What follows belongs to an exercise in optimizing a design on an open flow for small area and a short achievable clock period; a production flow would make more cautious choices. Function was checked by simulation only, so behaviour that the tests miss may differ from the original. The clock port is modelled as an ideal driver; clocking choices that lean on that would not hold on a real chip. Power and IR drop assume default switching activity.

## jr_core
module jr_core (
    input  wire        clk,
    input  wire        rst,
    input  wire [7:0]  cmd,
    input  wire        cmd_valid,
    output wire        cmd_ready,
    input  wire [7:0]  opd_x,
    input  wire [7:0]  opd_y,
    input  wire [15:0] opd_d,
    input  wire [15:0] opd_ax,
    input  wire [15:0] opd_ay,
    input  wire [15:0] opd_az,
    output wire [63:0] res,
    output reg         res_valid,
    input  wire        echo,
    output wire        trig,
    input  wire        tick0,
    input  wire        tick1,
    output wire [7:0]  tx_data,
    output reg         tx_valid,
    input  wire        tx_ready,
    input  wire        rx_avail,
    input  wire [7:0]  rx_data,
    output wire        rx_take,
    input  wire        confirm,
    output reg  [1:0]  act_dir_L,
    output reg  [1:0]  act_dir_R,
    output wire [7:0]  act_duty_L,
    output wire [7:0]  act_duty_R,
    output reg  [1:0]  disp
);
For scale: ~1800 cells after synthesis, ~14000 um2 of cells after synthesis.
export LEC_CHECK = 0
export CAP_MARGIN = 20
export CORE_MARGIN = 2
export CORE_UTILIZATION = 40
export SLEW_MARGIN = 20
create_clock -name core_clock -period 40.0 [get_ports {clk}]
standard.sh (not shown) runs the stock make flow with config.mk's settings and CLKGATE_MAP_FILE= SYNTH_SCRIPT=/design/flow/synth_recipe.tcl, a recipe that flattens the netlist after the stock synthesis.
==> flow/flow/run.sh <==
#!/bin/bash
set -uo pipefail
export BUFFER_PORTS_ARGS="-buffer_cell sky130_fd_sc_hd__buf_1"
export CTS_ARGS="-sink_clustering_enable -repair_clock_nets -buf_list sky130_fd_sc_hd__clkbuf_4 -dont_use_dummy_load"
bash standard.sh > flow_make.log 2>&1
The baseline passed the timing, DRC and antenna checks.
Next try:
==> flow/flow/run.sh (replaced) <==
#!/bin/bash
# The standard layout, with these changes:
# - synthesis is the standard synthesis, but ABC maps the combinational
#   logic with flow/abc.script (AIG resynthesis for area); registers are
#   mapped exactly as in the standard synthesis;
# - the port buffers are the smallest buffer (buf_1);
# - the clock tree uses clkbuf_4 in clusters, without dummy loads;
# - after placement, cells on the slowest paths are sized up.
# Each tool's output is in synth_make.log / flow_make.log and orfs/logs/.
set -uo pipefail
HERE=$PWD
rm -rf "$HERE/scripts_abc"
cp -r "$FLOW_HOME/scripts" "$HERE/scripts_abc"
cp "$HERE/flow/abc.script" "$HERE/scripts_abc/abc_speed.script"
SCRIPTS_DIR="$HERE/scripts_abc" bash standard.sh synth > synth_make.log 2>&1 || exit 1
export BUFFER_PORTS_ARGS="-buffer_cell sky130_fd_sc_hd__buf_1"
export CTS_ARGS="-sink_clustering_enable -repair_clock_nets -buf_list sky130_fd_sc_hd__clkbuf_4 -dont_use_dummy_load -sink_clustering_size 8 -sink_clustering_max_diameter 40"
export POST_RESIZE_TCL="$HERE/flow/post_resize.tcl"
bash standard.sh > flow_make.log 2>&1
==> flow/flow/abc.script (new file) <==
strash
&get -n
&fraig -x
&deepsyn -T 300
&put
strash
&get -n
&dch -f
&nf -R 1000
&put
==> flow/flow/post_resize.tcl (new file) <==
# Size up the cells on the input-to-output paths that set the period:
# repair_timing treats paths with less than the margin of slack as failing.
repair_timing -setup -setup_margin 23.4 -verbose
- CORE_UTILIZATION: 40 -> 60
Clock power falls by 28%. Routed wire length falls by 19%. Global-route usage rises by 8.7 points. Clock-buffer cell count falls by 30. Design area falls by 12%. First-iteration DRC count falls by 8.9%.
Next try:
==> flow/flow/run.sh (replaced) <==
#!/bin/bash
set -uo pipefail
export BUFFER_PORTS_ARGS="-buffer_cell sky130_fd_sc_hd__buf_1"
export CTS_ARGS="-sink_clustering_enable -repair_clock_nets -buf_list sky130_fd_sc_hd__clkbuf_4 -dont_use_dummy_load -sink_clustering_size 10 -sink_clustering_max_diameter 50"
export POST_RESIZE_TCL="$PWD/flow/post_resize.tcl"
bash standard.sh > flow_make.log 2>&1
removed: flow/flow/abc.script
The new run finished clean. Design area is higher by 11%. Global-route usage hardly moves. Wire length is higher by about 16%. Combinational power is higher by 21%. Worst setup slack is better by 6.5 ps. Flip-flop and latch count does not change. Final cell count is higher by 6.0%. Hold slack is worse by 26 ps. Clock-buffer cell count is lower by 7.
Next try:
==> flow/flow/run.sh (replaced) <==
#!/bin/bash
set -uo pipefail
export BUFFER_PORTS_ARGS="-buffer_cell sky130_fd_sc_hd__buf_1"
bash standard.sh > flow_make.log 2>&1
- CORE_UTILIZATION: 60 -> 40
removed: flow/flow/post_resize.tcl
The new run finished clean. Fmax is lower by about 2.1%. Count of clock-buffer cells in the layout goes up by 11. Total power increases by about 22%.
Next try:
--- a/flow/flow/run.sh
+++ b/flow/flow/run.sh
@@ -3,0 +4,2 @@
+export CTS_ARGS="-sink_clustering_enable -repair_clock_nets -buf_list sky130_fd_sc_hd__clkbuf_4 -dont_use_dummy_load"
+export POST_RESIZE_TCL="$PWD/flow/post_resize.tcl"
==> flow/flow/post_resize.tcl (new file) <==
# Size up the cells on the input-to-output paths that set the period:
# repair_timing treats paths with less than the margin of slack as failing.
repair_timing -setup -setup_margin 23.4 -verbose
- The changed run completed with no timing, DRC or antenna violations
- global-route usage goes up by 0.24 points
- routed wire length goes up by 1.1%
- final cell count goes up by 0.59%
- via count goes up by 1.3%
Next try:
==> flow/run.sh (new file) <==
#!/bin/bash
# synth_recipe.tcl (not shown) runs the flow's synth.tcl, then flattens the netlist and writes it again
# the make line also repeats each setting of config.mk as NAME=value (left out here)
make -C /OpenROAD-flow-scripts/flow DESIGN_CONFIG=/design/flow/config.mk WORK_HOME=/design/flow/orfs CLKGATE_MAP_FILE= SYNTH_SCRIPT=/design/flow/synth_recipe.tcl finish
removed: flow/flow/run.sh
removed: flow/flow/post_resize.tcl
removed: flow/standard.sh
What happened:
- hold slack gets better by 42 ps
- die area does not change
- routed wire length rises by 0.72%
- final cell count decreases by 0.97%
- power goes up by 16%
- non-clock buffer count shrinks by 7
- final area grows by 10%
- combinational power rises by 11%


TR:
jr_core, a different RTL version from the one above (not shown whole).
Size: roughly 1400 cells after synthesis, about 200 flip-flops, about 200 I/O pins.
Settings: LEC_CHECK=0, CAP_MARGIN=20, CORE_MARGIN=2, CORE_UTILIZATION=70, SLEW_MARGIN=20; clock period 40.0 ns.
==> flow/flow/run.sh <==
#!/bin/bash
# The standard layout, with these changes:
# - synthesis is the standard synthesis, but ABC maps the combinational
#   logic with flow/abc.script (AIG resynthesis for area) and pass-through
#   wires get buf_1 instead of buf_4; registers are
#   mapped exactly as in the standard synthesis;
# - the port buffers are the smallest buffer (buf_1);
# - the clock tree uses clkbuf_8 without dummy loads; clock buffers whose
#   flip-flops see a slow clock edge are then sized up (flow/post_cts.tcl);
# - after placement, the rx_take port (the only output that depends on
#   inputs in the same cycle) gets its own two-level copy of its logic, and
#   cells on the slowest paths are sized up (flow/post_resize.tcl).
# Each tool's output is in synth_make.log / flow_make.log and orfs/logs/.
set -uo pipefail
HERE=$PWD
rm -rf "$HERE/scripts_abc"
cp -r "$FLOW_HOME/scripts" "$HERE/scripts_abc"
cp "$HERE/flow/abc.script" "$HERE/scripts_abc/abc_speed.script"
SCRIPTS_DIR="$HERE/scripts_abc" bash standard.sh MIN_BUF_CELL_AND_PORTS="sky130_fd_sc_hd__buf_1 A X" synth > synth_make.log 2>&1 || exit 1
export BUFFER_PORTS_ARGS="-buffer_cell sky130_fd_sc_hd__buf_1"
export CTS_ARGS="-sink_clustering_enable -repair_clock_nets -buf_list sky130_fd_sc_hd__clkbuf_8 -dont_use_dummy_load -sink_clustering_size 8 -sink_clustering_max_diameter 40"
export POST_CTS_TCL="$HERE/flow/post_cts.tcl"
export POST_RESIZE_TCL="$HERE/flow/post_resize.tcl"
bash standard.sh > flow_make.log 2>&1
Other scripts of this flow, unchanged in this note and not shown: flow/flow/abc.script, flow/flow/post_cts.tcl, flow/flow/post_resize.tcl, flow/flow/rx_take.tcl
Changes in MS relative to TR:
# TR
export LEC_CHECK = 0
export CAP_MARGIN = 20
export CORE_MARGIN = 2
export CORE_UTILIZATION = 70
export SLEW_MARGIN = 20
create_clock -name core_clock -period 40.0 [get_ports {clk}]
# MS
export LEC_CHECK = 0
export CAP_MARGIN = 20
export CORE_MARGIN = 2
export CORE_UTILIZATION = 60
export SLEW_MARGIN = 20
create_clock -name core_clock -period 40.0 [get_ports {clk}]
==> comparison <==
Beginning of the critical path: cmd[6] -> MS, cmd[4] -> TR. Looking only at top fanout value on the critical path, and setting everything else aside, the higher value of TR and MS goes to TR. Compared to TR, the routing of MS uses less wire. Going from TR to MS, global-route total usage across every layer lower; arrival time of the worst setup path lower; post-placement cell count higher.

-- port drivers added, routing unchanged --
The flow's constraints put no driver on any port. The routed layouts listed below were extracted and timed again, unchanged, in two steps.
Step 1 (the two cells are an assumption about what drives the block):
set clk [get_ports {clk}]
set_driving_cell -lib_cell sky130_fd_sc_hd__clkbuf_16 $clk
set_driving_cell -lib_cell sky130_fd_sc_hd__buf_2 [delete_from_list [all_inputs] $clk]
Step 2, shift: input delay + t, output delay - t, t = (earliest + latest rising clock arrival at the registers) / 2. This alone moves slack from input paths to output paths.
a / b / c = ideal ports / drivers / drivers and shift; a / b = the first two.
run | t (ns) | slack for setup (ns) | worst setup path at the end | clock arrival spread, ns
the first run of note 1 | 0.684 | 22.787 / 22.759 / 22.759 | input to output | 0.079 / 0.079
the second run of note 1 | 0.641 | 23.163 / 23.124 / 23.066 | input to register | 0.075 / 0.075
the third run of note 1 | 0.718 | 23.169 / 23.137 / 23.137 | input to output | 0.055 / 0.056
the fourth run of note 1 | 0.579 | 22.799 / 22.772 / 22.772 | input to output | 0.023 / 0.023
the fifth run of note 1 | 0.725 | 23.177 / 23.150 / 23.150 | input to output | 0.091 / 0.092
the sixth run of note 1 | 0.579 | 22.012 / 21.991 / 21.991 | input to output | 0.012 / 0.011
TR | 0.437 | 23.497 / 23.451 / 23.451 | input to output | 0.028 / 0.028
MS | 0.434 | 23.539 / 23.495 / 23.495 | input to output | 0.024 / 0.025
After both steps setup and hold are still met in every run listed. The setup slack of the second run of note 1, which loses most, moves by -0.039 ns with the drivers and by -0.097 ns with both steps.
